Source: an optimization exercise on an open RTL-to-GDS flow (aim: small area). Production flows keep margins and buffers that such runs may drop.
Where RTL was checked, it was by simulation tests only, not by an equivalence proof against the original.
No activity file was given, so power comes from the tool's default toggle rates.

// swuart_bt
module swuart_bt (
    input  wire        clk,
    input  wire        rst,             
    input  wire        tick,            
    input  wire        rx_in,           
    input  wire        state_in,        
    input  wire        req_valid,
    input  wire [15:0] req_word,
    output wire        req_ready,       
    output wire [31:0] resp_data,
    output wire        resp_fault,
    output wire [1:0]  resp_code,
    output wire        tx_out,
    output wire        evt_connect,
    output wire        evt_disconnect
);
    localparam integer NMD_LIMIT       = 60;
    localparam integer TICKS_PER_MS    = 29;
    localparam integer TICKS_PER_EPOCH = 7200;
    localparam [3:0] OP_INIT        = 4'h1;
    localparam [3:0] OP_WAIT_READY  = 4'h2;
    localparam [3:0] OP_STATUS      = 4'h3;
    localparam [3:0] OP_WRITE       = 4'h4;
    localparam [3:0] OP_AVAILABLE   = 4'h5;
    localparam [3:0] OP_READ        = 4'h6;
    localparam [3:0] OP_CLOCK_RESET = 4'h7;
    localparam [3:0] OP_CLOCK_READ  = 4'h8;
    localparam [3:0] OP_CLOCK_PRESET= 4'h9;
    reg         enabled;
    reg         rx_act;           
    reg  [1:0]  rx_sub;           
    reg  [8:0]  rx_sr;
    reg         nmd_f;
    reg         tx_busy;
    reg  [1:0]  tx_sub;
    reg  [8:0]  tx_sr;            
    reg         tx_line;
  ...
For scale: roughly 1,000 cells after synthesis, roughly 360 flip-flops, ~12,000 um^2 of cells after synthesis.
export LEC_CHECK = 0
export CAP_MARGIN = 0
export CORE_MARGIN = 2
export CORE_UTILIZATION = 70
export PLACE_DENSITY = 0.8
export SLEW_MARGIN = 0
create_clock -name core_clock -period 10.0 [get_ports {clk}]
standard.sh (not shown) runs the stock make flow with config.mk's settings and CLKGATE_MAP_FILE= SYNTH_SCRIPT=/design/flow/synth_recipe.tcl, a recipe that flattens the netlist after the stock synthesis.
==> flow/flow/run.sh <==
#!/bin/bash
# Own layout flow: the standard ORFS flow (standard.sh) with these changes:
#  - synthesis is the standard synthesis script (synth_recipe.tcl, unchanged),
#    except that the ABC call that maps the combinational logic uses the
#    area-oriented script flow/area.abc with a 10 ns delay target instead of
#    ORFS's speed script (registers are mapped before ABC and are unchanged);
#  - the port buffers are sky130_fd_sc_hd__buf_1 (still one per port);
#  - CTS uses clkbuf_8 with larger sink clusters and no dummy loads.
# Each step's full output is in orfs/logs/...; make's own output in flow_make.log.
set -euo pipefail
W=$(pwd)
cat > "$W/flow_synth.tcl" <<EOT
proc abc {args} {
  set i [lsearch \$args -script]
  if {\$i >= 0} { set args [lreplace \$args \$i [expr {\$i+1}] -script $W/flow/area.abc] }
  set j [lsearch \$args -D]
  if {\$j >= 0} { set args [lreplace \$args \$j [expr {\$j+1}] -D 10000] }
  puts "flow_synth.tcl: abc \$args"
  yosys abc {*}\$args
}
source $W/synth_recipe.tcl
EOT
sed "s#SYNTH_SCRIPT=[^ ]*#SYNTH_SCRIPT=$W/flow_synth.tcl#" standard.sh > flow_standard.sh
grep -q "SYNTH_SCRIPT=$W/flow_synth.tcl" flow_standard.sh
bash flow_standard.sh \
  "BUFFER_PORTS_ARGS=-buffer_cell sky130_fd_sc_hd__buf_1" \
  "CTS_ARGS=-sink_clustering_enable -repair_clock_nets -dont_use_dummy_load -buf_list sky130_fd_sc_hd__clkbuf_8 -sink_clustering_size 20 -sink_clustering_max_diameter 50" \
  finish > flow_make.log 2>&1
==> flow/flow/area.abc <==
strash
&get -n
&fraig -x
&put
scorr
dc2
dretime
strash
&get -n
&dch -f
&nf -R 1000
&put
The baseline finished clean.
==> next run, changes <==
--- a/flow/design.v
+++ b/flow/design.v
@@ -33,40 +33,38 @@
     reg         nmd_f;
     reg         tx_busy;
     reg  [1:0]  tx_sub;
     reg  [8:0]  tx_sr;            
     reg         tx_line;
     reg  [7:0]  ring [0:31];
     reg  [4:0]  rb_hp;            
     reg  [5:0]  rb_cnt;
-    reg         rb_pv;            
     reg  [7:0]  rb_pend;
     reg  [31:0] ms_clock;
     reg  [4:0]  ms_sub;
     reg  [12:0] epoch_sub;
-    reg  [4:0]  hist;             
+    reg  [5:0]  mon;
     reg         epoch_evt;        
-    reg  [2:0]  init_cd;
-    wire connected = &hist[3:0];
-    wire was_connected = &hist[4:1];
-    assign evt_connect    = epoch_evt && connected && !hist[4];
-    assign evt_disconnect = epoch_evt && was_connected && !hist[0];
+    wire        ready_flag = mon[5] | mon[4];
+    wire connected     = ready_flag && (&mon[3:0]);
+    wire was_connected = mon[5] && (&mon[4:1]);
+    assign evt_connect    = epoch_evt && connected && !was_connected;
+    assign evt_disconnect = epoch_evt && was_connected && !connected;
     wire [3:0] op   = req_word[15:12];
     wire [3:0] rsv  = req_word[11:8];
     wire [7:0] imm8 = req_word[7:0];
     wire illegal = (op == 4'h0) || (op > OP_CLOCK_PRESET) || (rsv != 4'h0) ||
                    (op != OP_WRITE && op != OP_CLOCK_PRESET && imm8 != 8'h00);
     wire f_already = !illegal && op == OP_INIT && enabled;
     wire f_noten   = !illegal && op != OP_INIT && op != OP_STATUS && !enabled;
     wire fault     = illegal || f_already || f_noten;
     wire rb_empty    = (rb_cnt == 6'd0);
     wire nmd_lim     = rx_sr[0] && !rx_sr[1] && !rx_sr[3] && !rx_sr[4] && !rx_sr[5];
     wire nmd_expired = rx_act ? nmd_f : nmd_lim;
-    wire ready_flag  = (init_cd == 3'd0);
     wire hold = !fault &&
                 ((op == OP_WAIT_READY && !ready_flag) ||
                  (op == OP_WRITE      && tx_busy)     ||
                  (op == OP_READ       && rb_empty && !nmd_expired));
     assign req_ready  = !hold;
     assign resp_fault = fault;
     assign resp_code  = {f_already | f_noten, illegal | f_already};
     wire [3:0] rsel_lo = 4'd1 << rb_hp[1:0];
@@ -78,17 +76,17 @@
         rd_ring = 8'd0;
         for (k = 0; k < 4; k = k + 1) begin
             rd_cls = 8'd0;
             for (j = 0; j < 8; j = j + 1)
                 rd_cls = rd_cls | (ring[4*j+k] & {8{rsel_hi[j]}});
             rd_ring = rd_ring | (rd_cls & {8{rsel_lo[k]}});
         end
     end
-    wire [7:0] rd_byte = (rb_pv && rb_cnt == 6'd1) ? rb_pend : rd_ring;
+    wire [7:0] rd_byte = (rb_cnt == 6'd1) ? rb_pend : rd_ring;
     reg [31:0] result;
     always @* begin
         case (op)
             OP_STATUS:     result = {25'd0, tx_line, nmd_expired, rx_act, tx_busy,
                                      connected, ready_flag, enabled};
             OP_AVAILABLE:  result = {26'd0, rb_cnt};
             OP_READ:       result = rb_empty ? 32'd0 : {23'd0, 1'b1, rd_byte};
             OP_CLOCK_READ: result = ms_clock;
@@ -102,17 +100,17 @@
     wire pop = do_req && op == OP_READ && !rb_empty;
     wire       rx_done = tk && rx_act && rx_sr[0] && rx_sub == 2'd1;
     wire       full1 = rb_cnt[5] && !pop;    
     wire       push_nf = rx_done && !full1;
     wire [5:0] n_cnt = (pop && !push_nf) ? rb_cnt - 6'd1 :
                        (!pop && push_nf) ? rb_cnt + 6'd1 : rb_cnt;
     wire [4:0] n_hp  = rb_hp + ((pop || (rx_done && full1)) ? 5'd2 : 5'd1);
     wire [4:0] pend_pos = rb_hp + rb_cnt[4:0] - 5'd1;
-    wire       wr   = rb_pv && pend_pos[3:0] == 4'hf;
+    wire       wr   = pend_pos[3:0] == 4'hf;
     wire       wr0  = wr && pend_pos[4];
     wire       wr16 = wr && !pend_pos[4];
     integer i;
     always @(posedge clk) begin
         ring[0]  <= wr0  ? rb_pend : ring[31];
         ring[16] <= wr16 ? rb_pend : ring[15];
         for (i = 1; i < 32; i = i + 1)
             if (i != 16) ring[i] <= ring[i-1];
@@ -132,28 +130,24 @@
         ms_clock <= (ms_load ? {4{ms_imm}} : ms_clock) + (!rst && tk && ms_wrap);
     always @(posedge clk) begin
         if (rst) begin
             enabled        <= 1'b0;
             rx_act         <= 1'b0;
             tx_busy        <= 1'b0;
             tx_line        <= 1'b1;
             rb_cnt         <= 6'd0;
-            rb_pv          <= 1'b0;
             rx_sr[5:0]     <= 6'd0;
             ms_sub         <= 5'd0;
             epoch_sub      <= 13'd0;
-            hist           <= 5'd0;
-            init_cd        <= 3'd4;
+            mon            <= 6'd1;
             epoch_evt      <= 1'b0;
         end else begin
             enabled <= n_enabled;
             rb_cnt  <= n_cnt;
-            if (rx_done) rb_pv <= 1'b1;
-            else if (wr) rb_pv <= 1'b0;
             if (do_req && op == OP_WRITE) begin
                 tx_sr   <= {1'b1, imm8};
                 tx_sub  <= 2'd3;       
                 tx_busy <= 1'b1;
             end
             epoch_evt <= tk && epoch_wrap;
             if (tk) begin
                 if (!rx_act) begin
@@ -188,18 +182,17 @@
                         tx_line <= tx_sr[0];
                         tx_sr   <= {1'b0, tx_sr[8:1]};
                         tx_sub  <= 2'd2;
                     end
                 end
                 ms_sub <= ms_wrap ? 5'd0 : ms_next;
                 if (epoch_wrap) begin
                     epoch_sub <= 13'd0;
-                    hist      <= {hist[3:0], state_in};
-                    if (init_cd != 3'd0) init_cd <= init_cd - 3'd1;
+                    mon       <= {mon[5] | mon[4], mon[3:0], state_in};
                 end else begin
                     epoch_sub <= epoch_next;
                 end
             end
         end
     end
     assign tx_out = tx_line;
 endmodule
Effect: The changed run produced a clean layout; first-iteration DRC count is lower by 8.7%; design area shrinks by 1.6%; sequential power climbs by 16%; sequential share of layout area grows by 0.45 points; core utilization decreases by 0.67 points; worst hold slack is better by 7.3 ps; setup slack gets worse by 220 ps; routed wire length goes down by about 0.6%; flip-flop and latch count goes down by 3; clock skew shrinks by 24 ps; die area decreases by 1.6%; non-clock buffer count fell by 1.
The RTL of the first run of this note was laid out without a check of its function.

what the ideal ports hide:
Ports are ideal in the flow. The routed layouts listed here were re-timed in OpenROAD.
Step 1 assumes that a clkbuf_16 drives the clock port and a buf_2 every other input.
Step 2, shift: input delay + t, output delay - t, t = (earliest + latest rising clock arrival at the registers) / 2. This alone moves slack from input paths to output paths.
a / b / c = ideal / step 1 / step 2; a / b = the first two.
run | t (ns) | setup slack, ns | worst setup path after step 2 | worst register clock-pin slew, ns
the first run | 0.595 | 2.129 / 2.146 / 1.551 | input to register | 0.11 / 0.11
the second run | 0.601 | 1.912 / 1.935 / 1.334 | input to register | 0.12 / 0.12
After both steps setup and hold are still met in every run listed.
